What follows belongs to an exercise in optimizing a design on an open flow for small area; a production flow would make more cautious choices.
In this exercise RTL edits were held to simulation tests only and were not proved equivalent to the original.
No run shown here takes its clock network from TritonCTS; it comes from the design's own scripts or RTL.
The flow treats the clock pin as an ideal source. Dropping or thinning the clock tree relies on that and would not hold on a real chip.
Power is estimated from default activity; no workload was simulated.

==> flow/design.v <==
module owc_phy (
    input  wire       clk,
    input  wire       busy,        
    input  wire       rmode,       
    input  wire       w0,          
    input  wire       hold,        
    input  wire       oe,          
    output wire       ss,          
    output wire       rel_ev,      
    output wire       samp_ev,     
    output wire       end_ev,      
    output reg  [2:0] bitn
);
    reg [9:0] cnt;
    assign ss = ~oe & (cnt == 10'd0);
    assign rel_ev = oe & (rmode ? (&cnt[8:5] & bitn[2]) :
                          w0    ? (&cnt[8:5] & cnt[2]) :
                                  (cnt[5] & cnt[4] & cnt[2]));
    assign samp_ev = rmode ? ((cnt == 10'd541) & (bitn == 3'd0)) :
                             (cnt[7] & ~cnt[8] & (cnt[6:0] == 7'd0));
    assign end_ev = rmode ? (&cnt[9:6] & cnt[0]) : (cnt[9] & cnt[6]);
    wire run  = busy & ~hold;
    wire cinc = ~rmode | (&bitn);
    always @(posedge clk) begin
        if (!busy) begin
            cnt  <= 10'd0;
            bitn <= 3'd0;
        end else if (run) begin
            if (end_ev)
                cnt <= 10'd0;
            else if (cinc)
                cnt <= cnt + 10'd1;
            if (rmode ^ end_ev)
                bitn <= bitn + 3'd1;
        end
    end
endmodule
module owc (
    input  wire        clk,
    input  wire        rst_n,
    input  wire        host_req,
    input  wire        host_we,
    input  wire [6:0]  host_addr,
    input  wire [1:0]  host_size,
    input  wire [31:0] host_wdata,
    output reg  [31:0] host_rdata,
    output wire        host_err,
    output reg         ow_oe,
    input  wire        ow_in,
    output wire        irq
);
    localparam [2:0] RC_OK = 3'd0, RC_DNF = 3'd1, RC_BADPARAM = 3'd2,
                     RC_OPERR = 3'd3, RC_ILLEGAL = 3'd4;
    reg [15:0] cmd_q;           
    reg        cmd_v;
    reg        busy;
    reg        done;
    reg [2:0]  result;
    reg        present;
    reg        ready;
    reg        ovr;
    reg        ie;
    reg [7:0]  rxdata;          
    reg        rx_v;
    reg [71:0] dsr;             
    reg [12:0] traw;            
    reg [9:0]  volt;
    reg [10:0] curr;
    reg [7:0]  cap;
    reg        temp_v, volt_v, curr_v, cap_v;
    reg [4:0]  step;
    reg        phase;           
    wire [7:0] op  = cmd_q[15:8];
    wire [7:0] arg = cmd_q[7:0];
    wire op01 = (op == 8'h01);
    wire raw  = (op[7:3] == 5'd0) && (op[2:0] >= 3'd2) && (op[2:0] <= 3'd5);
    wire rawr = raw && op[0];                      
    wire rbit = (op == 8'h02) || (op == 8'h03);    
    wire pgop = (op[7:1] == 7'h08);                
    wire op2x = (op[7:3] == 5'h04);                
    wire cvr  = op2x && (op[2:1] == 2'b10);        
    wire mut  = (op[7:3] == 5'h06) && (op[2:0] <= 3'd4);
    wire dec  = (op[7:2] == 6'h10);                
    wire legal = op01 || raw || pgop || op2x || mut || dec;
    wire f_read  = (op == 8'h10) || (op2x && (op[2:1] != 2'b00) && !(cvr && !phase)) ||
                   (mut && !phase);
    wire f_write = (op == 8'h11) || (mut && phase);
    wire f_conv  = (op2x && (op[2:1] == 2'b00)) || (cvr && !phase);
    wire [2:0] bitn;
    wire arg_bit = arg[bitn];
    wire pg_bit  = pgop ? arg_bit : ((op == 8'h27) && (bitn == 3'd0));
    function cb(input [7:0] b, input [2:0] i);
        cb = b[i];
    endfunction
    reg a_rst, a_w, a_r, wb;
    always @(*) begin
        a_rst = 1'b0;
        a_w   = 1'b0;
        a_r   = 1'b0;
        wb    = 1'b0;
        if (op01) begin
            a_rst = (step == 5'd0);
        end else if (raw) begin
            a_w = (step == 5'd0) && !op[0];
            a_r = (step == 5'd0) && op[0];
            wb  = arg_bit;
        end else if (f_read) begin
            case (step)
                5'd0, 5'd4: a_rst = 1'b1;
                5'd1, 5'd5: begin a_w = 1'b1; wb = cb(8'hCC, bitn); end
                5'd2:       begin a_w = 1'b1; wb = cb(8'hB8, bitn); end
                5'd6:       begin a_w = 1'b1; wb = cb(8'hBE, bitn); end
                5'd3, 5'd7: begin a_w = 1'b1; wb = pg_bit; end
                default:    a_r = (step <= 5'd16);
            endcase
        end else if (f_write) begin
            case (step)
                5'd0, 5'd13: a_rst = 1'b1;
                5'd1, 5'd14: begin a_w = 1'b1; wb = cb(8'hCC, bitn); end
                5'd2:        begin a_w = 1'b1; wb = cb(8'h4E, bitn); end
                5'd15:       begin a_w = 1'b1; wb = cb(8'h48, bitn); end
                5'd3, 5'd16: begin a_w = 1'b1; wb = pg_bit; end
                default: begin
                    a_w = (step <= 5'd12);
                    wb  = dsr[0];
                end
            endcase
        end else if (f_conv) begin
            case (step)
                5'd0: a_rst = 1'b1;
                5'd1: begin a_w = 1'b1; wb = cb(8'hCC, bitn); end
                5'd2: begin a_w = 1'b1; wb = op[0] ? cb(8'h44, bitn) : cb(8'hB4, bitn); end
                default: ;
            endcase
        end
    end
    wire a_end = !(a_rst || a_w || a_r);
    wire ss, rel_ev, samp_ev, end_ev;
    wire hold = ss && a_end;
    owc_phy u_phy (
        .clk     (clk),
        .busy    (busy),
        .rmode   (a_rst),
        .w0      (a_w && !wb),
        .hold    (hold),
        .oe      (ow_oe),
        .ss      (ss),
        .rel_ev  (rel_ev),
        .samp_ev (samp_ev),
        .end_ev  (end_ev),
        .bitn    (bitn)
    );
    assign host_err = host_req && ((host_size != 2'b10) || (host_addr[1:0] != 2'b00));
    wire       wr   = host_req && host_we && !host_err;
    wire [4:0] widx = host_addr[6:2];
    wire wr_cmd    = wr && (widx == 5'd0);
    wire wr_status = wr && (widx == 5'd1);
    wire wr_ctrl   = wr && (widx == 5'd2);
    wire accept    = wr_cmd && !busy;
    wire first   = (step == 5'd0) && !phase && (bitn == 3'd0);
    wire prev_rst = !raw && (bitn == 3'd0) && ((step == 5'd1) || (f_read && (step == 5'd5)) ||
                             (f_write && (step == 5'd14)));
    wire [1:0] bs = !busy ? 2'd0 :
                    ow_oe ? (a_rst ? 2'd1 : 2'd3) :
                    ss    ? (first ? 2'd0 : prev_rst ? 2'd2 : 2'd3) :
                            (a_rst ? 2'd2 : 2'd3);
    wire [7:0]  tb2 = traw[12:5];
    wire [4:0]  tf  = traw[4:0];
    wire [12:0] tval = tb2[7] ? ({tb2, 5'd0} - {8'd0, tf}) : traw;
    always @(*) begin
        case (widx)
            5'd0:  host_rdata = {16'd0, cmd_q & {16{cmd_v}}};
            5'd1:  host_rdata = {22'd0, bs, ovr, ready, present, result, done, busy};
            5'd2:  host_rdata = {31'd0, ie};
            5'd3:  host_rdata = {24'd0, rxdata & {8{rx_v}}};
            5'd4:  host_rdata = {24'd0, dsr[7:0]};
            5'd5:  host_rdata = {24'd0, dsr[15:8]};
            5'd6:  host_rdata = {24'd0, dsr[23:16]};
            5'd7:  host_rdata = {24'd0, dsr[31:24]};
            5'd8:  host_rdata = {24'd0, dsr[39:32]};
            5'd9:  host_rdata = {24'd0, dsr[47:40]};
            5'd10: host_rdata = {24'd0, dsr[55:48]};
            5'd11: host_rdata = {24'd0, dsr[63:56]};
            5'd12: host_rdata = {24'd0, dsr[71:64]};
            5'd16: host_rdata = {{19{tb2[7] & temp_v}}, tval & {13{temp_v}}};
            5'd17: host_rdata = {22'd0, volt & {10{volt_v}}};
            5'd18: host_rdata = {{21{curr[10] & curr_v}}, curr & {11{curr_v}}};
            5'd19: host_rdata = {24'd0, cap & {8{cap_v}}};
            default: host_rdata = 32'd0;
        endcase
    end
    assign irq = ie & done;
    wire busy_bit = op[0] ? dsr[4] : dsr[6];
    wire bad_op   = !legal || dec || (pgop && (arg[7:3] != 5'd0)) || (raw && !present);
    wire [2:0] bad_code = !legal ? RC_ILLEGAL : dec ? RC_OK :
                          (pgop && (arg[7:3] != 5'd0)) ? RC_BADPARAM : RC_DNF;
    wire at_ss  = busy && ss;
    wire ss_end = at_ss && a_end && !bad_op;
    wire to_wr  = ss_end && mut && !phase;
    wire to_rd  = ss_end && cvr && !phase;
    wire repoll = ss_end && cvr && phase && busy_bit;
    wire fin_ok = ss_end && !to_wr && !to_rd && !repoll;
    wire fin_bad = at_ss && bad_op;
    wire rst_fail = busy && end_ev && a_rst && !present && !op01;
    wire fin = fin_ok || fin_bad || rst_fail;
    wire [2:0] fin_code = fin_bad ? bad_code :
                          rst_fail ? ((mut && phase) ? RC_OPERR : RC_DNF) : RC_OK;
    wire start  = at_ss && !a_end && !bad_op;
    wire byte_end = busy && end_ev && !a_rst && ((bitn == 3'd7) || rbit);
    wire step_inc = (busy && end_ev && a_rst && !rst_fail) || byte_end;
    wire wr_temp = busy && ((op == 8'h25) || (op == 8'h40));
    wire wr_volt = busy && ((op == 8'h24) || (op == 8'h41));
    wire wr_curr = busy && ((op == 8'h26) || (op == 8'h42));
    wire wr_cap  = busy && ((op == 8'h27) || (op == 8'h43));
    wire wr_rdy  = busy && (op >= 8'h22) && (op <= 8'h25);
    wire [9:0]  cm = {dsr[49:48], dsr[47:40]};
    wire        cneg = (dsr[55:50] != 6'd0);
    wire sh_rd = busy && samp_ev && a_r && f_read;
    wire sh_wr = busy && end_ev && a_w && f_write && (step >= 5'd4) && (step <= 5'd12);
    wire [1:0] mpos = op[2:1];
    wire       mval = op[2] ? arg[0] : ~op[0];
    integer k;
    always @(posedge clk or negedge rst_n) begin
        if (!rst_n) begin
            cmd_v   <= 1'b0;
            busy    <= 1'b0;
            done    <= 1'b0;
            result  <= RC_OK;
            present <= 1'b0;
            ready   <= 1'b0;
            ovr     <= 1'b0;
            ie      <= 1'b0;
            rx_v    <= 1'b0;
            dsr     <= 72'd0;
            temp_v  <= 1'b0;
            volt_v  <= 1'b0;
            curr_v  <= 1'b0;
            cap_v   <= 1'b0;
            ow_oe   <= 1'b0;
        end else begin
            if (wr_status) begin
                if (host_wdata[1]) done <= 1'b0;
                if (host_wdata[7]) ovr  <= 1'b0;
            end
            if (wr_ctrl)
                ie <= host_wdata[0];
            if (wr_cmd && busy)
                ovr <= 1'b1;
            if (accept) begin
                cmd_v <= 1'b1;
                busy  <= 1'b1;
                done  <= 1'b0;
            end
            for (k = 0; k < 9; k = k + 1)
                if (wr && !busy && (widx == 5'd4 + k))
                    dsr[8*k +: 8] <= host_wdata[7:0];
            if (start)
                ow_oe <= 1'b1;
            if (busy && rel_ev)
                ow_oe <= 1'b0;
            if (busy && samp_ev && a_rst)
                present <= ~ow_in;
            if (busy && samp_ev && a_r && raw)
                rx_v <= 1'b1;
            if (sh_rd)
                dsr <= {ow_in, dsr[71:1]};
            if (sh_wr)
                dsr <= {dsr[0], dsr[71:1]};
            if (to_wr) begin
                case (mpos)
                    2'd0: dsr[0] <= mval;
                    2'd1: dsr[1] <= mval;
                    default: dsr[3] <= mval;
                endcase
            end
            if (wr_rdy)
                ready <= ~busy_bit;
            if (wr_temp) temp_v <= 1'b1;
            if (wr_volt) volt_v <= 1'b1;
            if (wr_curr) curr_v <= 1'b1;
            if (wr_cap)  cap_v  <= 1'b1;
            if (fin) begin
                result <= fin_code;
                busy   <= 1'b0;
                done   <= 1'b1;
            end
        end
    end
    always @(posedge clk) begin
        if (accept)
            cmd_q <= host_wdata[15:0];
        if (busy && samp_ev && a_r && raw) begin
            if (rbit)
                rxdata <= {7'd0, ow_in};
            else
                rxdata <= {ow_in, rxdata[7:1]};
        end
        if (wr_temp) traw <= {dsr[23:16], dsr[15:11]};
        if (wr_volt) volt <= {dsr[33:32], dsr[31:24]};
        if (wr_curr) curr <= cneg ? (11'd0 - {1'b0, cm}) : {1'b0, cm};
        if (wr_cap)  cap  <= dsr[39:32];
        if (!busy) begin
            step  <= 5'd0;
            phase <= 1'b0;
        end else begin
            if (step_inc)
                step <= step + 5'd1;
            if (to_wr || to_rd || repoll)
                step <= 5'd0;
            if (to_wr || to_rd)
                phase <= 1'b1;
        end
    end
endmodule
==> flow/flow/run.sh <==
#!/bin/bash
# Own layout flow: the standard ORFS flow (standard.sh) with these changes.
#  1. Synthesis maps the logic with area-oriented ABC scripts (abc_*.script
#     here, used through copies of the ORFS scripts folder). Each script is
#     tried in a scratch synthesis, and the one giving the smallest cell area
#     is used for the real synthesis. Pass-through outputs are buffered with
#     the smallest buffer and the adder cell mapping is off (ADDER_MAP_FILE
#     empty); everything else about synthesis (synth_recipe.tcl, flatten,
#     renaming) is the standard one.
#  2. Port buffers use the smallest buffer cell.
#  3. Clock tree synthesis is a simple two-level tree (cts.tcl here, a copy of
#     the ORFS step with clock_tree_synthesis replaced): the clock port drives
#     two clkbuf_8, which drive one clkbuf_8 per balanced region of at most 18
#     flip-flops. The rest of the CTS step (legalisation, timing repair) is
#     unchanged.
# Each step's full output goes to a log file in this folder.
set -euo pipefail
W=$PWD
SYN=(ABC_AREA=1 MIN_BUF_CELL_AND_PORTS="sky130_fd_sc_hd__buf_1 A X" ADDER_MAP_FILE=)

mkdir -p "$W/tries"
for s in "$W"/flow/abc_*.script; do
  n=$(basename "$s" .script)
  rm -rf "$W/tries/$n"; mkdir -p "$W/tries/$n"
  cp -r "$FLOW_HOME/scripts" "$W/tries/$n/scripts"
  cp "$s" "$W/tries/$n/scripts/abc_area.script"
done
for s in "$W"/flow/abc_*.script; do
  n=$(basename "$s" .script)
  ( bash standard.sh synth SCRIPTS_DIR="$W/tries/$n/scripts" WORK_HOME="$W/tries/$n/orfs" \
      "${SYN[@]}" > "$W/tries/$n/synth.log" 2>&1 || true ) &
  while [ "$(jobs -r | wc -l)" -ge 4 ]; do sleep 1; done
done
wait
best=""; best_a=""
for s in "$W"/flow/abc_*.script; do
  n=$(basename "$s" .script)
  f="$W/tries/$n/orfs/reports/sky130hd/owc/base/synth_stat.txt"
  [ -f "$f" ] || continue
  a=$(awk '/Chip area for module/ {print $NF}' "$f")
  echo "$n $a" >> "$W/tries/areas.txt"
  if [ -z "$best" ] || awk -v a="$a" -v b="$best_a" 'BEGIN {exit !(a < b)}'; then best=$n; best_a=$a; fi
done
echo "best: $best $best_a" >> "$W/tries/areas.txt"

rm -rf "$W/scripts_area"
cp -r "$FLOW_HOME/scripts" "$W/scripts_area"
cp "$W/flow/$best.script" "$W/scripts_area/abc_area.script"
cp "$W/flow/cts.tcl" "$W/scripts_area/cts.tcl"

bash standard.sh synth SCRIPTS_DIR="$W/scripts_area" "${SYN[@]}" > "$W/synth.log" 2>&1

bash standard.sh finish SCRIPTS_DIR="$W/scripts_area" \
  BUFFER_PORTS_ARGS="-buffer_cell sky130_fd_sc_hd__buf_1" \
  MYCTS_ROOTS=2 MYCTS_ROOT_BUF=sky130_fd_sc_hd__clkbuf_8 \
  MYCTS_LEAF_BUF=sky130_fd_sc_hd__clkbuf_8 MYCTS_SINKS_PER_LEAF=18 \
  > "$W/layout.log" 2>&1
==> flow/flow/abc_m5.script <==
strash
dc2
balance -l
resub -K 6 -l
rewrite -l
resub -K 6 -N 2 -l
refactor -l
resub -K 8 -l
balance -l
resub -K 8 -N 2 -l
rewrite -l
resub -K 10 -l
rewrite -z -l
resub -K 10 -N 2 -l
balance -l
resub -K 12 -l
refactor -z -l
resub -K 12 -N 2 -l
rewrite -z -l
balance -l
balance -l
resub -K 6 -l
rewrite -l
resub -K 6 -N 2 -l
refactor -l
resub -K 8 -l
balance -l
resub -K 8 -N 2 -l
rewrite -l
resub -K 10 -l
rewrite -z -l
resub -K 10 -N 2 -l
balance -l
resub -K 12 -l
refactor -z -l
resub -K 12 -N 2 -l
rewrite -z -l
balance -l
&get -n
&dch -f
&nf -p -F 16 -A 8 -R 1000 -C 32 -E 50
&put
==> flow/flow/abc_m6.script <==
strash
balance -l
resub -K 6 -l
rewrite -l
resub -K 6 -N 2 -l
refactor -l
resub -K 8 -l
balance -l
resub -K 8 -N 2 -l
rewrite -l
resub -K 10 -l
rewrite -z -l
resub -K 10 -N 2 -l
balance -l
resub -K 12 -l
refactor -z -l
resub -K 12 -N 2 -l
rewrite -z -l
balance -l
balance -l
resub -K 6 -l
rewrite -l
resub -K 6 -N 2 -l
refactor -l
resub -K 8 -l
balance -l
resub -K 8 -N 2 -l
rewrite -l
resub -K 10 -l
rewrite -z -l
resub -K 10 -N 2 -l
balance -l
resub -K 12 -l
refactor -z -l
resub -K 12 -N 2 -l
rewrite -z -l
balance -l
&get -n
&dch
&nf -p -F 16 -A 8 -R 1000 -C 32
&put
==> flow/flow/abc_n3.script <==
strash
balance -l
resub -K 6 -l
rewrite -l
resub -K 6 -N 2 -l
refactor -l
resub -K 8 -l
balance -l
resub -K 8 -N 2 -l
rewrite -l
resub -K 10 -l
rewrite -z -l
resub -K 10 -N 2 -l
balance -l
resub -K 12 -l
refactor -z -l
resub -K 12 -N 2 -l
rewrite -z -l
balance -l
balance -l
resub -K 6 -l
rewrite -l
resub -K 6 -N 2 -l
refactor -l
resub -K 8 -l
balance -l
resub -K 8 -N 2 -l
rewrite -l
resub -K 10 -l
rewrite -z -l
resub -K 10 -N 2 -l
balance -l
resub -K 12 -l
refactor -z -l
resub -K 12 -N 2 -l
rewrite -z -l
balance -l
&get -n
&dch -f
&nf -p -F 16 -A 8 -R 1000 -C 32
&put
==> flow/flow/abc_n4.script <==
strash
balance -l
resub -K 6 -l
rewrite -l
resub -K 6 -N 2 -l
refactor -l
resub -K 8 -l
balance -l
resub -K 8 -N 2 -l
rewrite -l
resub -K 10 -l
rewrite -z -l
resub -K 10 -N 2 -l
balance -l
resub -K 12 -l
refactor -z -l
resub -K 12 -N 2 -l
rewrite -z -l
balance -l
balance -l
resub -K 6 -l
rewrite -l
resub -K 6 -N 2 -l
refactor -l
resub -K 8 -l
balance -l
resub -K 8 -N 2 -l
rewrite -l
resub -K 10 -l
rewrite -z -l
resub -K 10 -N 2 -l
balance -l
resub -K 12 -l
refactor -z -l
resub -K 12 -N 2 -l
rewrite -z -l
balance -l
&get -n
&dch -f
&nf -p -F 8 -R 1000 -E 50
&put
==> flow/flow/abc_n7.script <==
strash
dc2
balance -l
resub -K 6 -l
rewrite -l
resub -K 6 -N 2 -l
refactor -l
resub -K 8 -l
balance -l
resub -K 8 -N 2 -l
rewrite -l
resub -K 10 -l
rewrite -z -l
resub -K 10 -N 2 -l
balance -l
resub -K 12 -l
refactor -z -l
resub -K 12 -N 2 -l
rewrite -z -l
balance -l
balance -l
resub -K 6 -l
rewrite -l
resub -K 6 -N 2 -l
refactor -l
resub -K 8 -l
balance -l
resub -K 8 -N 2 -l
rewrite -l
resub -K 10 -l
rewrite -z -l
resub -K 10 -N 2 -l
balance -l
resub -K 12 -l
refactor -z -l
resub -K 12 -N 2 -l
rewrite -z -l
balance -l
&get -n
&dch -f
&nf -p -F 8 -R 1000 -L 8
&put
==> flow/flow/abc_n8.script <==
strash
balance -l
resub -K 6 -l
rewrite -l
resub -K 6 -N 2 -l
refactor -l
resub -K 8 -l
balance -l
resub -K 8 -N 2 -l
rewrite -l
resub -K 10 -l
rewrite -z -l
resub -K 10 -N 2 -l
balance -l
resub -K 12 -l
refactor -z -l
resub -K 12 -N 2 -l
rewrite -z -l
balance -l
balance -l
resub -K 6 -l
rewrite -l
resub -K 6 -N 2 -l
refactor -l
resub -K 8 -l
balance -l
resub -K 8 -N 2 -l
rewrite -l
resub -K 10 -l
rewrite -z -l
resub -K 10 -N 2 -l
balance -l
resub -K 12 -l
refactor -z -l
resub -K 12 -N 2 -l
rewrite -z -l
balance -l
&get -n
&dch -f
&nf -p -F 8 -R 1000 -k
&put
==> flow/flow/cts.tcl <==
utl::set_metrics_stage "cts__{}"
source $::env(SCRIPTS_DIR)/load.tcl
source $::env(SCRIPTS_DIR)/lec_check.tcl
erase_non_stage_variables cts
load_design 3_place.odb 3_place.sdc
source_step_tcl PRE CTS

# Clone clock tree inverters next to register loads
# so cts does not try to buffer the inverted clocks.
repair_clock_inverters

proc save_progress { stage } {
  puts "Run 'make gui_$stage.odb' to load progress snapshot"
  orfs_write_db $::env(RESULTS_DIR)/$stage.odb
  orfs_write_sdc $::env(RESULTS_DIR)/$stage.sdc
}

# Run CTS
set cts_args [list \
  -sink_clustering_enable \
  -repair_clock_nets]

append_env_var cts_args CTS_BUF_DISTANCE -distance_between_buffers 1
append_env_var cts_args CTS_CLUSTER_SIZE -sink_clustering_size 1
append_env_var cts_args CTS_CLUSTER_DIAMETER -sink_clustering_max_diameter 1
append_env_var cts_args CTS_BUF_LIST -buf_list 1
append_env_var cts_args CTS_LIB_NAME -library 1


if { [env_var_exists_and_non_empty CTS_ARGS] } {
  set cts_args $::env(CTS_ARGS)
}

set_dont_use $::env(DONT_USE_CELLS)

# Simple clock tree: the clock port drives a few clock buffers directly, each
# buffer drives the flip-flops of one region. Regions are balanced: the sinks
# are split at the median x, then each half at the median y (recursively).
proc mycts_split {sinks n} {
  # sinks: list of {iterm x y}; returns list of groups
  if {$n <= 1 || [llength $sinks] < 2} { return [list $sinks] }
  set xs [lmap s $sinks {lindex $s 1}]; set ys [lmap s $sinks {lindex $s 2}]
  set dx [expr {[tcl::mathfunc::max {*}$xs] - [tcl::mathfunc::min {*}$xs]}]
  set dy [expr {[tcl::mathfunc::max {*}$ys] - [tcl::mathfunc::min {*}$ys]}]
  set k [expr {$dx >= $dy ? 1 : 2}]
  set sorted [lsort -integer -index $k $sinks]
  set n1 [expr {$n / 2}]
  set cut [expr {([llength $sorted] * $n1) / $n}]
  set a [lrange $sorted 0 [expr {$cut - 1}]]
  set b [lrange $sorted $cut end]
  return [concat [mycts_split $a $n1] [mycts_split $b [expr {$n - $n1}]]]
}

proc mycts {clk_port nleaf bufname} {
  set db [ord::get_db]
  set block [ord::get_db_block]
  set master [$db findMaster $bufname]
  set bterm [$block findBTerm $clk_port]
  set clknet [$bterm getNet]
  set sinks {}
  foreach it [$clknet getITerms] {
    set inst [$it getInst]
    set bb [$inst getBBox]
    set x [expr {([$bb xMin] + [$bb xMax]) / 2}]
    set y [expr {([$bb yMin] + [$bb yMax]) / 2}]
    lappend sinks [list $it $x $y]
  }
  puts "mycts: [llength $sinks] sinks, $nleaf leaf buffers $bufname"
  set i 0
  foreach g [mycts_split $sinks $nleaf] {
    set inst [odb::dbInst_create $block $master "clkbuf_leaf_$i"]
    set net [odb::dbNet_create $block "clknet_leaf_$i"]
    $net setSigType CLOCK
    set sx 0; set sy 0
    foreach s $g {
      set it [lindex $s 0]
      $it disconnect
      $it connect $net
      set sx [expr {$sx + [lindex $s 1]}]; set sy [expr {$sy + [lindex $s 2]}]
    }
    [$inst findITerm A] connect $clknet
    [$inst findITerm X] connect $net
    set cx [expr {$sx / [llength $g]}]; set cy [expr {$sy / [llength $g]}]
    $inst setLocation $cx $cy
    $inst setPlacementStatus PLACED
    puts "mycts: leaf $i drives [llength $g] sinks at ($cx, $cy)"
    incr i
  }
}

# Two levels: nroot buffers driven by the clock port, each driving some of the
# nleaf leaf buffers (leaf groups are split the same balanced way).
proc mycts2 {clk_port nroot rootbuf nleaf leafbuf} {
  set db [ord::get_db]
  set block [ord::get_db_block]
  set bterm [$block findBTerm $clk_port]
  set clknet [$bterm getNet]
  mycts $clk_port $nleaf $leafbuf
  # leaf buffers now hang on clknet; split them among root buffers
  set leaves {}
  foreach it [$clknet getITerms] {
    set inst [$it getInst]
    set bb [$inst getBBox]
    lappend leaves [list $it [expr {([$bb xMin] + [$bb xMax]) / 2}] [expr {([$bb yMin] + [$bb yMax]) / 2}]]
  }
  set master [$db findMaster $rootbuf]
  set i 0
  foreach g [mycts_split $leaves $nroot] {
    set inst [odb::dbInst_create $block $master "clkbuf_root_$i"]
    set net [odb::dbNet_create $block "clknet_root_$i"]
    $net setSigType CLOCK
    set sx 0; set sy 0
    foreach s $g {
      set it [lindex $s 0]
      $it disconnect
      $it connect $net
      set sx [expr {$sx + [lindex $s 1]}]; set sy [expr {$sy + [lindex $s 2]}]
    }
    [$inst findITerm A] connect $clknet
    [$inst findITerm X] connect $net
    $inst setLocation [expr {$sx / [llength $g]}] [expr {$sy / [llength $g]}]
    $inst setPlacementStatus PLACED
    puts "mycts: root $i drives [llength $g] leaf buffers"
    incr i
  }
}

# Clock tree: the clock port drives MYCTS_ROOTS clock buffers, which drive
# leaf clock buffers, each driving one balanced region of at most
# MYCTS_SINKS_PER_LEAF sinks.
set nsinks [llength [[[[ord::get_db_block] findBTerm clk] getNet] getITerms]]
set nleaf [expr {($nsinks + $::env(MYCTS_SINKS_PER_LEAF) - 1) / $::env(MYCTS_SINKS_PER_LEAF)}]
mycts2 clk $::env(MYCTS_ROOTS) $::env(MYCTS_ROOT_BUF) $nleaf $::env(MYCTS_LEAF_BUF)
set_propagated_clock [all_clocks]


utl::push_metrics_stage "cts__{}__pre_repair_timing"
log_cmd estimate_parasitics -placement
if { $::env(DETAILED_METRICS) } {
  report_metrics 4 "cts pre-repair-timing"
}
utl::pop_metrics_stage

set_placement_padding -global \
  -left $::env(CELL_PAD_IN_SITES_DETAIL_PLACEMENT) \
  -right $::env(CELL_PAD_IN_SITES_DETAIL_PLACEMENT)

set result [catch { detailed_placement } msg]
if { $result != 0 } {
  save_progress 4_1_error
  error "Detailed placement failed in CTS: $msg"
}

log_cmd estimate_parasitics -placement

if { $::env(CTS_SNAPSHOTS) } {
  save_progress 4_1_pre_repair_hold_setup
}

if { !$::env(SKIP_CTS_REPAIR_TIMING) } {
  if { $::env(EQUIVALENCE_CHECK) } {
    write_eqy_verilog 4_before_rsz.v
  }
  if { $::env(LEC_CHECK) } {
    write_lec_verilog 4_before_rsz_lec.v
  }

  repair_timing_helper

  if { $::env(EQUIVALENCE_CHECK) } {
    run_equivalence_test
  }
  if { $::env(LEC_CHECK) } {
    write_lec_verilog 4_after_rsz_lec.v
    run_lec_test 4_rsz 4_before_rsz_lec.v 4_after_rsz_lec.v
  }

  set result [catch { detailed_placement } msg]
  if { $result != 0 } {
    save_progress 4_1_error
    error "Detailed placement failed in CTS: $msg"
  }

  check_placement -verbose
}

report_metrics 4 "cts final"

source_step_tcl POST CTS

orfs_write_db $::env(RESULTS_DIR)/4_1_cts.odb
orfs_write_sdc $::env(RESULTS_DIR)/4_cts.sdc
==> flow/standard.sh <==
#!/bin/bash
# synth_recipe.tcl (not shown) runs the flow's synth.tcl, then flattens the netlist and writes it again
# the make line also repeats each setting of config.mk as NAME=value (left out here)
make -C /OpenROAD-flow-scripts/flow DESIGN_CONFIG=/design/flow/config.mk WORK_HOME=/design/flow/orfs CLKGATE_MAP_FILE= SYNTH_SCRIPT=/design/flow/synth_recipe.tcl "${@:-finish}"
==> flow/config.mk <==
export PLATFORM = sky130hd
export DESIGN_NAME = owc
export DESIGN_NICKNAME = owc
export VERILOG_FILES = /design/flow/design.v
export SDC_FILE = /design/flow/constraint.sdc
export NUM_CORES = 4
export LEC_CHECK = 0
export CAP_MARGIN = 5
export CORE_MARGIN = 2
export CORE_UTILIZATION = 65
export PLACE_DENSITY = 0.75
export SLEW_MARGIN = 5
==> flow/constraint.sdc <==
create_clock -name core_clock -period 125.0 [get_ports {clk}]
set_input_delay 25.0000 -clock core_clock [delete_from_list [all_inputs] [get_ports {clk}]]
set_output_delay 25.0000 -clock core_clock [all_outputs]
set_load 0.01 [all_outputs]
==> notes.md, run 1 <==
Total Routed Length 27,400 um; sequential area share after synthesis 54.6%; Final Critical Period 53.27 ns; DP Area 8880 sq um; initial antenna violation count 0; share of cells above drive strength 1 3.63%; remaining antenna violation count 0; first-pass GRT wire length 42,800 um; max-slew violation count 0; DIE HEIGHT 117 um; Power Internal 0.0000689 W; kind of critical path input pin to output pin; hold buffers post-CTS 0; post-route insts no fill 1,053; input/output buffers 64; Core Area 12,600 sq um; Crit Reg-Reg Endpoint dsr[71]$_DFFE_PN0P_; Initial Utilization 66.6%; most frequent cell after synthesis o21ai_0; CP arrival 28.27 ns; Clock Power Share 28.4%; Syn Inst Count 809; combinational fraction of design power 4.0%; Layout area overhead 8.11%; final setup fails 0; flip-flop and latch count after synthesis 173; chip width 117 um; Worst Hold Class flop to flop; EDFF count, synth 66; Worst setup EP type output pin; WHS Endpoint cmd_v$_DFFE_PN0P_; Final TNS setup 0 ns; Worst Skew 0.0243 ns; Resize count post-CTS 0; post-synthesis cell type count 58; worst-path maximum fanout 16; Reg power frac 67.6%; maxcap violations 0; DR iter-0 viols 1,312; fin crit share 42.6%; final layout net count 929; WHS 0.477 ns; vias in the first global route 7,484; GRT overflow 0; final count of hold timing violations 0; Critical Path RT 100.00 ns; RSZ-0062 raised after global routing false; CP Launch Type input pin; cell area after layout 9040 sq um; ys async rst share 50.9%; Post-CTS Setup Inserts 0; area leader, netlist dfrtp_1; final worst slack 71.73 ns; Place WS 71.91 ns; Synth Flop Type dfrtp_1; Core Rows 41; fill count 891; worst skew pair latency 0.35 ns; cell area after synthesis 8360 sq um; DIE AREA 13,800 sq um; Achievable Freq 0.0188 GHz; maximum vdd drop 0.00878 mV; Vias/cell 7.48; Reg2Reg Setup Slack 119.66 ns; first-pass detailed-route iteration total 10; GPL Wtd Cong 0.971; Reg2Reg Depth 14; leak pwr 3.24 nW; I/O Pins 81; most common library cells after synthesis o21ai_0 (93), dfrtp_1 (88), a22oi_1 (87); PD cells 9.82 nW/um^2; # diodes 0; hold-critical path depth 1; Switch Pwr 0.0000199 W; Yosys top cell area share 26.3%; synth warn 2; detail-routed net length per standard cell 26.0 um; Cells after DPL 1,041; via count 7,879; worst-margin pin slew 1.25 ns; Area contributors post-synth dfrtp_1 (26%), edfxtp_1 (24%), a22oi_1 (7.8%); Slew HR 16.0%; hpwl dp 19,900 um; switching power as a share of total power 22.4%; synthesized area per cell 10.3 sq um; total track usage 39.6%; status complete, no violations; min-delay src cmd_v$_DFFE_PN0P_; clk slew on worst S/H paths 0.11 ns; largest net degree at the start of global routing 82; Remaining DRCs 0; Reg2Reg Launch Point cmd_q[9]$_DFFE_PP_
## cells in the final DEF, fill, tap and decap left out, types with 21 or more instances in the layout
cell type,n
a21oi_1,36
a222oi_1,23
a22oi_1,87
buf_1,63
dfrtp_1,88
edfxtp_1,66
nand2_1,85
nand3_1,21
nor2_1,57
nor3_1,25
o21ai_0,93
## power groups by stage
stage | registers (W) | logic [W] | clock network [W]
5_1_grt | 0.0000600 | 0.00000387 | 0.0000274
3_3_place_gp | 0.0000611 | 0.00000331 | 0
2_1_floorplan | 0.0000607 | 0.00000140 | 0
6_report | 0.0000600 | 0.00000354 | 0.0000252
4_1_cts | 0.0000599 | 0.00000347 | 0.0000253
3_5_place_dp | 0.0000611 | 0.00000343 | 0
## registers in the layout, summed over array words and instances (netlist names), 3 cells and up
signal,count
u_phy.bitn,3
traw,13
result,3
volt,10
cmd_q,16
dsr,72
cap,8
rxdata,8
u_phy.cnt,10
step,5
curr,11
## routing by layer
layer  vias up  part of all wire (%)  track usage (%)
met4         0                   6.7             20.3
met3       153                    12             5.45
li1       3322                     -                -
met1      3738                    34             52.0
met5         -                     0                0
met2       666                    47             64.8
## cell families after synthesis
family | Yosys count | share of synthesized area (%)
flip-flops | 173 | 54.6
multiplexers | 9 | 1.44
AND/OR/NAND/NOR | 281 | 16.4
buffers and inverters | 24 | 1.08
XOR/XNOR | 20 | 2.09
AO/OA/AOI/OAI | 302 | 24.5
## stage by stage
step | util, % | total power [W]
global placement | 70.6 | 0.0000644
detailed placement | 70.6 | 0.0000645
finish | 71.9 | 0.0000888
floorplan | - | 0.0000621
CTS | 71.9 | 0.0000887
global route | 71.9 | 0.0000912
## worst max-delay path, stage by stage
cell and delay (ns):
buf_1 0.18, nor4_1 0.96, nor2b_1 0.28, and2_0 0.95, a222oi_1 0.20, and4_1 0.31, o2111ai_1 0.17, buf_1 0.19
## layout make-up
type / count / area (sq um) / share of cell area (%)
plain buffers: 12 / 165 / 1.83
well taps: 172 / 215 / 2.38
inverters: 9 / 33.8 / 0.374
repair buffers: 75 / 327 / 3.61
flip-flops and latches: 173 / 4560 / 50.5
multi-input cells: 612 / 3740 / 41.3
## worst max-delay path by stage
stage          slack, ns             end  cells after the start    startpoint
2_1_floorplan      73.09  host_rdata[17]                      5  host_addr[2]
3_3_place_gp       71.94   host_rdata[7]                      8  host_addr[5]
3_5_place_dp       71.91   host_rdata[7]                      8  host_addr[5]
4_1_cts            71.90   host_rdata[7]                      8  host_addr[5]
5_1_grt            71.64   host_rdata[7]                      8  host_addr[5]
6_report           71.73   host_rdata[7]                      8  host_addr[5]
==> inputs of run 2 (changes only) <==
--- a/flow/design.v
+++ b/flow/design.v
@@ -219,4 +219,5 @@
     wire sh_wr = busy && end_ev && a_w && f_write && (step >= 5'd4) && (step <= 5'd12);
-    wire [1:0] mpos = op[2:1];
+    wire [2:0] mbit = op[2] ? 3'd3 : {2'd0, op[1]};
     wire       mval = op[2] ? arg[0] : ~op[0];
+    wire       rd_in = (mut && !phase && (step == 5'd8) && (bitn == mbit)) ? mval : ow_in;
     integer k;
@@ -265,12 +266,5 @@
             if (sh_rd)
-                dsr <= {ow_in, dsr[71:1]};
+                dsr <= {rd_in, dsr[71:1]};
             if (sh_wr)
                 dsr <= {dsr[0], dsr[71:1]};
-            if (to_wr) begin
-                case (mpos)
-                    2'd0: dsr[0] <= mval;
-                    2'd1: dsr[1] <= mval;
-                    default: dsr[3] <= mval;
-                endcase
-            end
             if (wr_rdy)
--- a/flow/flow/run.sh
+++ b/flow/flow/run.sh
@@ -12,3 +12,3 @@
 #     the ORFS step with clock_tree_synthesis replaced): the clock port drives
-#     two clkbuf_8, which drive one clkbuf_8 per balanced region of at most 18
+#     two clkbuf_8, which drive one clkbuf_8 per balanced region of at most 17
 #     flip-flops. The rest of the CTS step (legalisation, timing repair) is
@@ -55,3 +55,3 @@
   MYCTS_ROOTS=2 MYCTS_ROOT_BUF=sky130_fd_sc_hd__clkbuf_8 \
-  MYCTS_LEAF_BUF=sky130_fd_sc_hd__clkbuf_8 MYCTS_SINKS_PER_LEAF=18 \
+  MYCTS_LEAF_BUF=sky130_fd_sc_hd__clkbuf_8 MYCTS_SINKS_PER_LEAF=17 \
   > "$W/layout.log" 2>&1
==> flow/flow/abc_p3.script (new file) <==
strash
balance -l
resub -K 6 -l
rewrite -l
resub -K 6 -N 2 -l
refactor -l
resub -K 8 -l
balance -l
resub -K 8 -N 2 -l
rewrite -l
resub -K 10 -l
rewrite -z -l
resub -K 10 -N 2 -l
balance -l
resub -K 12 -l
refactor -z -l
resub -K 12 -N 2 -l
rewrite -z -l
balance -l
balance -l
resub -K 6 -l
rewrite -l
resub -K 6 -N 2 -l
refactor -l
resub -K 8 -l
balance -l
resub -K 8 -N 2 -l
rewrite -l
resub -K 10 -l
rewrite -z -l
resub -K 10 -N 2 -l
balance -l
resub -K 12 -l
refactor -z -l
resub -K 12 -N 2 -l
rewrite -z -l
balance -l
&get -n
&dch
&nf -p -F 8 -R 1000
&put
==> flow/flow/abc_p6.script (new file) <==
strash
balance -l
resub -K 6 -l
rewrite -l
resub -K 6 -N 2 -l
refactor -l
resub -K 8 -l
balance -l
resub -K 8 -N 2 -l
rewrite -l
resub -K 10 -l
rewrite -z -l
resub -K 10 -N 2 -l
balance -l
resub -K 12 -l
refactor -z -l
resub -K 12 -N 2 -l
rewrite -z -l
balance -l
balance -l
resub -K 6 -l
rewrite -l
resub -K 6 -N 2 -l
refactor -l
resub -K 8 -l
balance -l
resub -K 8 -N 2 -l
rewrite -l
resub -K 10 -l
rewrite -z -l
resub -K 10 -N 2 -l
balance -l
resub -K 12 -l
refactor -z -l
resub -K 12 -N 2 -l
rewrite -z -l
balance -l
&get -n
&dch
&nf -p -F 16 -A 8 -R 1000 -C 32 -E 50
&put
--- a/flow/config.mk
+++ b/flow/config.mk
@@ -7,3 +7,3 @@
 export LEC_CHECK = 0
-export CAP_MARGIN = 5
+export CAP_MARGIN = 0
 export CORE_MARGIN = 2
@@ -11,2 +11,2 @@
 export PLACE_DENSITY = 0.75
-export SLEW_MARGIN = 5
+export SLEW_MARGIN = 0
removed: flow/flow/abc_n7.script
removed: flow/flow/abc_n8.script
==> run 2 against run 1 <==
  * Global-route usage increased by 0.19 points
  * Final cell count decreased by 0.57%
  * Sequential cell count unchanged
  * Critical path type unchanged
  * Largest cell class unchanged
  * Largest power group unchanged
==> notes.md, run 2 <==
Worst Skew 0.0354 ns (was 0.0243 ns); EDFF count, synth 66 (unchanged); worst skew pair latency 0.36 ns (was 0.35 ns); hpwl dp 19,400 um (was 19,900 um); WHS 0.477 ns (about the same); max-slew violation count 0 (unchanged); input/output buffers 64 (unchanged); Critical Path RT 100.00 ns (about the same); Core Rows 41 (unchanged); CP bufs+invs 2 (unchanged); met3 Track Usage GR 7.93% (was 5.45%); via count 7,693 (was 7,879); slowest CP cell and2_0 (was nor4_1); most common library cells after synthesis a22oi_1 (97), o21ai_0 (94), dfrtp_1 (88) (was o21ai_0 (93), dfrtp_1 (88), a22oi_1 (87)); first-pass detailed-route iteration total 10 (unchanged); clk slew on worst S/H paths 0.10 ns (was 0.11 ns); met2 GRT Util 65.3% (was 64.8%); Worst setup EP type output pin (unchanged); worst-margin pin slew 1.29 ns (was 1.25 ns); GRT busiest layer met2 (unchanged); post-synthesis cell type count 57 (was 58); max reg flops 72 (unchanged); # diodes 0 (unchanged); Yosys top cell area share 26.4% (was 26.3%); status complete, no violations (unchanged); I/O Pins 81 (unchanged); CP Launch Type input pin (unchanged); Post-CTS Setup Inserts 0 (unchanged); GRT overflow 0 (unchanged); Final TNS setup 0 ns (unchanged); sequential area share after synthesis 54.7% (was 54.6%); Final Critical Period 52.51 ns (was 53.27 ns); commonest cells after routing, fill and taps aside a22oi_1 (97), o21ai_0 (93), dfrtp_1 (88) (was o21ai_0 (93), dfrtp_1 (88), a22oi_1 (87)); Vias/cell 7.35 (was 7.48); largest net degree at the start of global routing 89 (was 82); hold buffers post-CTS 0 (unchanged); Slew HR 13.8% (was 16.0%); kind of critical path input pin to output pin (unchanged); cell area after synthesis 8340 sq um (was 8360 sq um); fin util 71.7% (was 71.9%); max incr delay on CP 0.83 ns (was 0.96 ns); Worst Hold Class flop to flop (unchanged); PD cells 10.0 nW/um^2 (was 9.82 nW/um^2); leak pwr 3.23 nW (was 3.24 nW); total track usage 39.8% (was 39.6%); ys async rst share 50.9% (unchanged); Achievable Freq 0.0190 GHz (was 0.0188 GHz); Resize count post-CTS 0 (unchanged); maxcap violations 0 (unchanged); Initial Utilization 66.4% (was 66.6%); Area contributors post-synth dfrtp_1 (26%), edfxtp_1 (24%), a22oi_1 (8.7%) (was dfrtp_1 (26%), edfxtp_1 (24%), a22oi_1 (7.8%)); detail-routed net length per standard cell 25.8 um (was 26.0 um); final layout net count 923 (was 929); Place WS 72.61 ns (was 71.91 ns); final worst slack 72.49 ns (was 71.73 ns); chip width 117 um (about the same); Core Area 12,600 sq um (unchanged); GPL Wtd Cong 0.990 (was 0.971); critical-path cell list buf_1 -> nor4_1 -> nor2b_1 -> and2_0 -> a222oi_1 -> nand3_1 -> a211o_1 -> buf_1 (was buf_1 -> nor4_1 -> nor2b_1 -> and2_0 -> a222oi_1 -> and4_1 -> o2111ai_1 -> buf_1); most frequent CP cell buf_1 (unchanged); Synth Flop Type dfrtp_1 (unchanged); Reg with most FFs dsr (unchanged); DR iter-0 viols 1,272 (was 1,312); largest registers dsr (72), cmd_q (16), traw (13) (unchanged); most frequent cell after synthesis a22oi_1 (was o21ai_0); synth warn 2 (unchanged); Layout area overhead 7.99% (was 8.11%); final count of hold timing violations 0 (unchanged); vias in the first global route 7,174 (was 7,484); share of cells above drive strength 1 2.97% (was 3.63%); CP arrival 27.51 ns (was 28.27 ns); worst-path maximum fanout 16 (unchanged); initial antenna violation count 0 (unchanged); CP Depth 8 (unchanged); final setup fails 0 (unchanged); flip-flop and latch count after synthesis 173 (unchanged); Total Routed Length 27,000 um (was 27,400 um); Syn Inst Count 804 (was 809); RSZ-0062 raised after global routing false (unchanged); first-pass GRT wire length 40,800 um (was 42,800 um); remaining antenna violation count 0 (unchanged); met1 usage 49.8% (was 52.0%); synthesized area per cell 10.4 sq um (was 10.3 sq um); Remaining DRCs 0 (unchanged); area leader, netlist dfrtp_1 (unchanged); maximum vdd drop 0.00968 mV (was 0.00878 mV); commonest non-fill, non-tap cell in the layout a22oi_1 (was o21ai_0); hold-critical path depth 1 (unchanged); DIE HEIGHT 117 um (about the same); fin crit share 42.0% (was 42.6%); Reg2Reg Depth 18 (was 14); Crit path max-delay family simple AND/OR/NAND/NOR gates (unchanged); Design Power 0.0000901 W (was 0.0000888 W); DIE AREA 13,800 sq um (about the same)
[run 2: cell count changes in the layout (fill, tap and decap cells not counted), sizes merged, moves of 7 or more]
cell	change
nor2	-8
nor4	-9
nand2	-14
and2	+7
a22oi	+10
nor2b	-7
[run 2: area by class of cell]
cell class,instances,area (sq um)
fillers,906,3560
flip-flops and latches,173,4560
multi-input cells,605,3700
well taps,172,215
plain buffers,13,179
repair buffers,73,312
inverters,11,41.3
[run 2: where the power goes]
part / internal (W) / leakage (nW) / switching (W)
Clock: 0.00000947 / 0.0935 / 0.0000167
Sequential: 0.0000593 / 1.90 / 0.000000898
Combinational: 0.00000100 / 1.23 / 0.00000277
Total: 0.0000697 / 3.23 / 0.0000203
[run 2: path summary, 6_finish.rpt]
| kind | start | endpoint | slack (ns) |
|---|---|---|---|
| max | host_addr[3] | host_rdata[6] | 72.49 |
| min | cmd_v$_DFFE_PN0P_ | cmd_v$_DFFE_PN0P_ | 0.48 |
| max reg2reg | cmd_q[8]$_DFFE_PP_ | dsr[71]$_DFFE_PN0P_ | 119.41 |
| min reg2reg | cmd_v$_DFFE_PN0P_ | cmd_v$_DFFE_PN0P_ | 0.48 |
| max in group asynchronous | rst_n | dsr[0]$_DFFE_PN0P_ | 99.33 |
| min in group asynchronous | rst_n | dsr[27]$_DFFE_PN0P_ | 24.98 |
[run 2: logic make-up (layout without fill, tap and decap cells)]
logic type | count (synthesis) | count (layout) | synth area share [%]
flip-flops | 173 | 173 | 54.7
buffers and inverters | 26 | 97 | 1.17
multiplexers | 6 | 6 | 0.915
AND/OR/NAND/NOR | 267 | 267 | 16.1
AO/OA/AOI/OAI | 311 | 311 | 24.9
XOR/XNOR | 21 | 21 | 2.20
[run 2: routing by layer]
layer / wire [um] / part of all wire [%]
met5: 0 / 0
met1: 9160 / 34
met4: 1780 / 6.6
met3: 3140 / 12
met2: 13000 / 48
[run 2: through the flow]
stage               cells  area (sq um)
detailed placement   1034          8830
floorplan             804          8340
finish               1047          9010
CTS                  1047          9010
global placement     1034          8830
global route         1047          9010
==> inputs of run 3 (changes only) <==
--- a/flow/config.mk
+++ b/flow/config.mk
@@ -7,3 +7,3 @@
 export LEC_CHECK = 0
-export CAP_MARGIN = 0
+export CAP_MARGIN = 5
 export CORE_MARGIN = 2
@@ -11,2 +11,2 @@
 export PLACE_DENSITY = 0.75
-export SLEW_MARGIN = 0
+export SLEW_MARGIN = 5
==> run 3 against run 2 <==
  * Die area is the same
  * Highest routed layer unchanged
  * Final cell count unchanged
  * Area after synthesis unchanged
  * Still clean
==> notes.md, run 3 <==
status complete, no violations (unchanged); DIE HEIGHT 117 um (unchanged); met2 GRT Util 65.3% (unchanged); fin crit share 42.0% (unchanged); Yosys top cell area share 26.4% (unchanged); Initial Utilization 66.4% (unchanged); Area contributors post-synth dfrtp_1 (26%), edfxtp_1 (24%), a22oi_1 (8.7%) (unchanged); remaining antenna violation count 0 (unchanged); ys async rst share 50.9% (unchanged); Post-CTS Setup Inserts 0 (unchanged); Layout area overhead 7.99% (unchanged); DIE AREA 13,800 sq um (unchanged); final count of hold timing violations 0 (unchanged); Reg2Reg Depth 18 (unchanged); met3 Track Usage GR 7.93% (unchanged); final worst slack 72.49 ns (unchanged); fill count 906 (unchanged); most common library cells after synthesis a22oi_1 (97), o21ai_0 (94), dfrtp_1 (88) (unchanged); worst-margin pin slew 1.29 ns (unchanged); CP Launch Type input pin (unchanged); Slew HR 13.8% (unchanged); commonest non-fill, non-tap cell in the layout a22oi_1 (unchanged); maximum vdd drop 0.00968 mV (unchanged); hold buffers post-CTS 0 (unchanged); leak pwr 3.23 nW (unchanged); initial antenna violation count 0 (unchanged); min-delay src cmd_v$_DFFE_PN0P_ (unchanged); Core Area 12,600 sq um (unchanged); first-pass GRT wire length 40,800 um (unchanged); final setup fails 0 (unchanged); input/output buffers 64 (unchanged); max-slew violation count 0 (unchanged); Setup crit end host_rdata[6] (unchanged); PD cells 10.0 nW/um^2 (unchanged); Worst setup EP type output pin (unchanged); sequential area share after synthesis 54.7% (unchanged); Worst Skew 0.0354 ns (unchanged); via count 7,693 (unchanged); max reg flops 72 (unchanged); share of cells above drive strength 1 2.97% (unchanged); Resize count post-CTS 0 (unchanged); worst-path maximum fanout 16 (unchanged); # diodes 0 (unchanged); CP startpoint host_addr[3] (unchanged); total track usage 39.8% (unchanged); GRT overflow 0 (unchanged); final layout net count 923 (unchanged); Vias/cell 7.35 (unchanged); Design Power 0.0000901 W (unchanged); CP arrival 27.51 ns (about the same); Achievable Freq 0.0190 GHz (unchanged); GPL Wtd Cong 0.990 (unchanged); worst skew pair latency 0.36 ns (about the same); commonest cells after routing, fill and taps aside a22oi_1 (97), o21ai_0 (93), dfrtp_1 (88) (unchanged); maxcap violations 0 (unchanged); I/O Pins 81 (unchanged); Final TNS setup 0 ns (unchanged); Synth Flop Type dfrtp_1 (unchanged); synth warn 2 (unchanged); kind of critical path input pin to output pin (unchanged); EDFF count, synth 66 (unchanged); Reg with most FFs dsr (unchanged); Worst Hold Class flop to flop (unchanged); RSZ-0062 raised after global routing false (unchanged); Reg2Reg Launch Point cmd_q[8]$_DFFE_PP_ (unchanged); hpwl dp 19,400 um (unchanged); GRT busiest layer met2 (unchanged); Syn Inst Count 804 (unchanged); most frequent cell after synthesis a22oi_1 (unchanged); cell area after synthesis 8340 sq um (unchanged); chip width 117 um (unchanged); Core Rows 41 (unchanged); first-pass detailed-route iteration total 10 (unchanged); area leader, netlist dfrtp_1 (unchanged); DR iter-0 viols 1,272 (unchanged); met1 usage 49.8% (unchanged); largest registers dsr (72), cmd_q (16), traw (13) (unchanged); Reg2Reg Setup Slack 119.41 ns (about the same); detail-routed net length per standard cell 25.8 um (unchanged); Critical Path RT 100.00 ns (about the same); post-synthesis cell type count 57 (unchanged); Remaining DRCs 0 (unchanged); Place WS 72.61 ns (unchanged); post-route insts no fill 1,047 (unchanged); flip-flop and latch count after synthesis 173 (unchanged); clk slew on worst S/H paths 0.10 ns (about the same); Cells after DPL 1,034 (unchanged); largest net degree at the start of global routing 89 (unchanged); vias in the first global route 7,174 (unchanged); Total Routed Length 27,000 um (unchanged); Crit Reg-Reg Endpoint dsr[71]$_DFFE_PN0P_ (unchanged); Final Critical Period 52.51 ns (unchanged); synthesized area per cell 10.4 sq um (unchanged)
[run 3: cell counts after synthesis]
Identical to the previous run, type by type.
[run 3: power by group]
group          switching, W  internal, W
clock network     0.0000167   0.00000947
logic            0.00000277   0.00000100
registers       0.000000898    0.0000593
[run 3: cells by family (layout without fill, tap and decap cells)]
| group | after synthesis | in the layout | synth area share, % |
|---|---|---|---|
| buffers and inverters | 26 | 97 | 1.17 |
| DFF | 173 | 173 | 54.7 |
| xor gates and xnor gates | 21 | 21 | 2.20 |
| AOI/OAI and AO/OA | 311 | 311 | 24.9 |
| and+or+nand+nor | 267 | 267 | 16.1 |
| muxes | 6 | 6 | 0.915 |
[run 3: layout make-up]
cell class	instances	area, sq um	area share [%]
Sequential cell	173	4560	50.7
Multi-Input combinational cell	605	3700	41.0
Timing Repair Buffer	73	312	3.46
Tap cell	172	215	2.39
Buffer	13	179	1.99
Inverter	11	41.3	0.458
[run 3: layer usage]
metal | up-vias | wire length [um]
met5 | - | 0
met2 | 567 | 13000
met3 | 130 | 3140
met4 | 0 | 1780
met1 | 3684 | 9160
li1 | 3312 | -
[run 3: how the worst min path moves through the flow]
stage                              to  slack (ns)  cells past startpoint
global placement    cmd_v$_DFFE_PN0P_        0.44                      1
floorplan           cmd_v$_DFFE_PN0P_        0.43                      1
global route        cmd_v$_DFFE_PN0P_        0.49                      1
detailed placement  cmd_v$_DFFE_PN0P_        0.45                      1
finish              cmd_v$_DFFE_PN0P_        0.48                      1
CTS                 cmd_v$_DFFE_PN0P_        0.48                      1
[run 3: worst max-delay path, cell delays in order]
cell	delay, ns
buf_1	0.16
nor4_1	0.38
nor2b_1	0.28
and2_0	0.83
a222oi_1	0.30
nand3_1	0.28
a211o_1	0.13
buf_1	0.15
[run 3: stage by stage]
step	utilization (%)	area, sq um	hold slack [ns]
after global routing	71.7	9010	0.492
after global placement	70.3	8830	0.444
final	71.7	9010	0.477
after floorplan	-	8340	0.427
after CTS	71.7	9010	0.476
after detailed placement	70.3	8830	0.450
==> inputs of run 4 (changes only) <==
--- a/flow/flow/run.sh
+++ b/flow/flow/run.sh
@@ -9,3 +9,5 @@
 #     renaming) is the standard one.
-#  2. Port buffers use the smallest buffer cell.
+#  2. Port buffers use the smallest buffer cell. The floorplan removes the
+#     buffers synthesis put between outputs that carry the same signal
+#     (REMOVE_ABC_BUFFERS), since each output port gets its own buffer anyway.
 #  3. Clock tree synthesis is a simple two-level tree (cts.tcl here, a copy of
@@ -52,3 +54,3 @@
 
-bash standard.sh finish SCRIPTS_DIR="$W/scripts_area" \
+bash standard.sh finish SCRIPTS_DIR="$W/scripts_area" REMOVE_ABC_BUFFERS=1 \
   BUFFER_PORTS_ARGS="-buffer_cell sky130_fd_sc_hd__buf_1" \
--- a/flow/config.mk
+++ b/flow/config.mk
@@ -10,2 +10,3 @@
 export CORE_UTILIZATION = 65
+export GPL_TIMING_DRIVEN = 0
 export PLACE_DENSITY = 0.75
==> run 4 against run 3 <==
  * Still clean
  * Final cell count decreased by 0.29%
  * Worst setup slack got worse by 0.14 ns
  * Global-route usage decreased by 0.71 points
  * Combinational power increased by 2%
  * Utilization increased by 0.36 points
  * Sequential power about the same
  * Worst hold slack improved by 0.018 ns
  * Sequential share of layout area decreased by 0.25 points
  * Die area unchanged
  * Clock power about the same
  * Wire length decreased by 1.6%
  * Largest cell class unchanged
==> notes.md, run 4 <==
Core Area 12,600 sq um (unchanged); I/O Pins 81 (unchanged); Place WS 72.45 ns (was 72.61 ns); Remaining DRCs 0 (unchanged); largest net degree at the start of global routing 42 (was 89); fill count 914 (was 906); final count of hold timing violations 0 (unchanged); total track usage 39.1% (was 39.8%); synth warn 2 (unchanged); DIE AREA 13,800 sq um (unchanged); DRT met1 WL 9430 um (was 9160 um); CP arrival 27.65 ns (was 27.51 ns); most frequent cell after synthesis a22oi_1 (unchanged); WHS 0.495 ns (was 0.477 ns); synthesized area per cell 10.4 sq um (unchanged); Critical Path RT 100.00 ns (about the same); chip width 117 um (unchanged); Crit Reg-Reg Endpoint dsr[71]$_DFFE_PN0P_ (unchanged); area leader, netlist dfrtp_1 (unchanged); sequential area share after synthesis 54.7% (unchanged); Final TNS setup 0 ns (unchanged); Total Routed Length 26,600 um (was 27,000 um); max incr delay on CP 1.04 ns (was 0.83 ns); hold-critical path depth 1 (unchanged); worst-path maximum fanout 11 (was 16); RSZ-0062 raised after global routing false (unchanged); post-synthesis cell type count 57 (unchanged); # diodes 0 (unchanged); vias in the first global route 7,104 (was 7,174); max-slew violation count 0 (unchanged); via count 7,675 (was 7,693); Syn Inst Count 804 (unchanged); detail-routed net length per standard cell 25.5 um (was 25.8 um); met2 routed WL 12,900 um (was 13,000 um); sequential standard cell area 4560 sq um (unchanged); hpwl dp 19,400 um (about the same); remaining antenna violation count 0 (unchanged); Worst Skew 0.0362 ns (was 0.0354 ns); Reg2Reg Setup Slack 118.46 ns (was 119.41 ns); maximum vdd drop 0.00991 mV (was 0.00968 mV); share of cells above drive strength 1 2.98% (was 2.97%); Resize count post-CTS 0 (unchanged); slowest CP cell nor3_1 (was and2_0); Reg2Reg Launch Point cmd_q[8]$_DFFE_PP_ (unchanged); CP Launch Type input pin (unchanged); Area contributors post-synth dfrtp_1 (26%), edfxtp_1 (24%), a22oi_1 (8.7%) (unchanged); Layout area overhead 8.53% (was 7.99%); clk slew on worst S/H paths 0.10 ns (about the same); Reg2Reg Depth 17 (was 18); PD cells 9.93 nW/um^2 (was 10.0 nW/um^2); EDFF count, synth 66 (unchanged); GRT overflow 0 (unchanged); Slew HR 8.20% (was 13.8%); kind of critical path input pin to output pin (unchanged); Core Rows 41 (unchanged); GPL Wtd Cong 0.973 (was 0.990); Max Used Layer met4 (unchanged); hold buffers post-CTS 0 (unchanged); min-delay src cmd_v$_DFFE_PN0P_ (unchanged); Vias/cell 7.35 (about the same); initial antenna violation count 0 (unchanged); final layout net count 920 (was 923); WHS Endpoint cmd_v$_DFFE_PN0P_ (unchanged); CP bufs+invs 2 (unchanged); Achievable Freq 0.0190 GHz (about the same); commonest cells after routing, fill and taps aside a22oi_1 (97), o21ai_0 (93), dfrtp_1 (88) (unchanged); fin crit share 42.1% (was 42.0%); footprint of the multi-input gates 3710 sq um (was 3700 sq um); final worst slack 72.35 ns (was 72.49 ns); Worst setup EP type output pin (unchanged); first-pass detailed-route iteration total 10 (unchanged); DR iter-0 viols 1,248 (was 1,272); most common library cells after synthesis a22oi_1 (97), o21ai_0 (94), dfrtp_1 (88) (unchanged); Crit path max-delay family simple AND/OR/NAND/NOR gates (unchanged); leak pwr 3.23 nW (about the same); Worst Hold Class flop to flop (unchanged); worst-margin pin slew 1.37 ns (was 1.29 ns); first-pass GRT wire length 40,400 um (was 40,800 um); Yosys top cell area share 26.4% (unchanged); ys async rst share 50.9% (unchanged); Initial Utilization 66.4% (unchanged); metal3 WL 2680 um (was 3140 um); critical-path cell list buf_1 -> or3b_1 -> nor3_1 -> a22oi_1 -> nand4_1 -> a31oi_1 -> nand4_1 -> buf_1 (was buf_1 -> nor4_1 -> nor2b_1 -> and2_0 -> a222oi_1 -> nand3_1 -> a211o_1 -> buf_1); max reg flops 72 (unchanged); flip-flop and latch count after synthesis 173 (unchanged); Synth Flop Type dfrtp_1 (unchanged); status complete, no violations (unchanged); Reg with most FFs dsr (unchanged); DIE HEIGHT 117 um (unchanged); commonest non-fill, non-tap cell in the layout a22oi_1 (unchanged); cell area after synthesis 8340 sq um (unchanged); maxcap violations 0 (unchanged); final setup fails 0 (unchanged); worst skew pair latency 0.36 ns (about the same); Final Critical Period 52.65 ns (was 52.51 ns); largest registers dsr (72), cmd_q (16), traw (13) (unchanged); Post-CTS Setup Inserts 0 (unchanged); input/output buffers 64 (unchanged)
## run 4: cell families (layout without fill, tap and decap cells)
logic type	after synthesis	count (layout)	share of synthesized area (%)
buffers and inverters	26	94	1.17
XOR/XNOR	21	21	2.20
AO/OA/AOI/OAI	311	311	24.9
flip-flops	173	173	54.7
AND/OR/NAND/NOR	267	267	16.1
multiplexers	6	6	0.915
## run 4: worst max-delay path by stage
stage / start / end / slack [ns] / cells after the start
after global placement: host_addr[4] / host_rdata[1] / 72.14 / 7
after CTS: host_addr[6] / host_rdata[4] / 72.45 / 8
after detailed placement: host_addr[6] / host_rdata[4] / 72.45 / 8
after floorplan: host_addr[2] / host_rdata[16] / 73.13 / 6
after global routing: host_addr[6] / host_rdata[4] / 72.29 / 8
final: host_addr[6] / host_rdata[4] / 72.35 / 8
## run 4: area by class of cell
class / count / area share (%)
repair buffers: 70 / 3.77
multi-input cells: 605 / 41.0
inverters: 11 / 0.456
flip-flops and latches: 173 / 50.4
well taps: 172 / 2.38
plain buffers: 13 / 1.98
## run 4: per-stage QoR
step                      power [W]  instances  util (%)  area (sq um)
after floorplan           0.0000625        789         -          8290
after global placement    0.0000647       1025      69.5          8740
after CTS                 0.0000898       1044      72.0          9050
final                     0.0000899       1044      72.0          9050
after global routing      0.0000923       1044      72.0          9050
after detailed placement  0.0000651       1031      70.6          8870
## run 4: power by group
part | switching (W) | internal (W) | total (W)
Clock | 0.0000164 | 0.00000946 | 0.0000259
Combinational | 0.00000277 | 0.00000109 | 0.00000386
Sequential | 0.000000928 | 0.0000593 | 0.0000602
Total | 0.0000201 | 0.0000698 | 0.0000899
## run 4: layer usage
metal	vias up	GRT usage, %
li1	3300	-
met1	3702	50.2
met2	575	65.0
met3	98	5.72
met4	0	19.8
met5	-	0

==> re-timing with driven ports <==
The results above use ideal ports. As a check the final layouts listed here were re-extracted and re-timed, cells and wires unchanged.
Step 1 sets driving cells, clkbuf_16 on the clock port and buf_2 on the other inputs (assumed; they add their load-dependent delay and slew).
Step 2 moves the port delays by t, midway between the first and last clock arrival at a register: inputs arrive t later, outputs are due t later. That takes back most of the time a late clock gives input paths.
Three values: ideal, step 1, step 2; two values: the first two.
run	shift t [ns]	setup WS [ns]	latest minus earliest clock arrival (ns)	pins driven straight from the clock port
run 1	0.398	71.730 / 71.705 / 71.705	0.025 / 0.025	2
run 2	0.394	72.487 / 72.466 / 72.466	0.036 / 0.035	2
run 3	0.394	72.487 / 72.466 / 72.466	0.036 / 0.035	2
run 4	0.391	72.345 / 72.324 / 72.324	0.037 / 0.036	2
After both steps setup and hold are still met in every run listed. For run 1, which loses most, drivers alone change the setup slack by -0.025 ns; drivers and shift together by -0.025 ns.
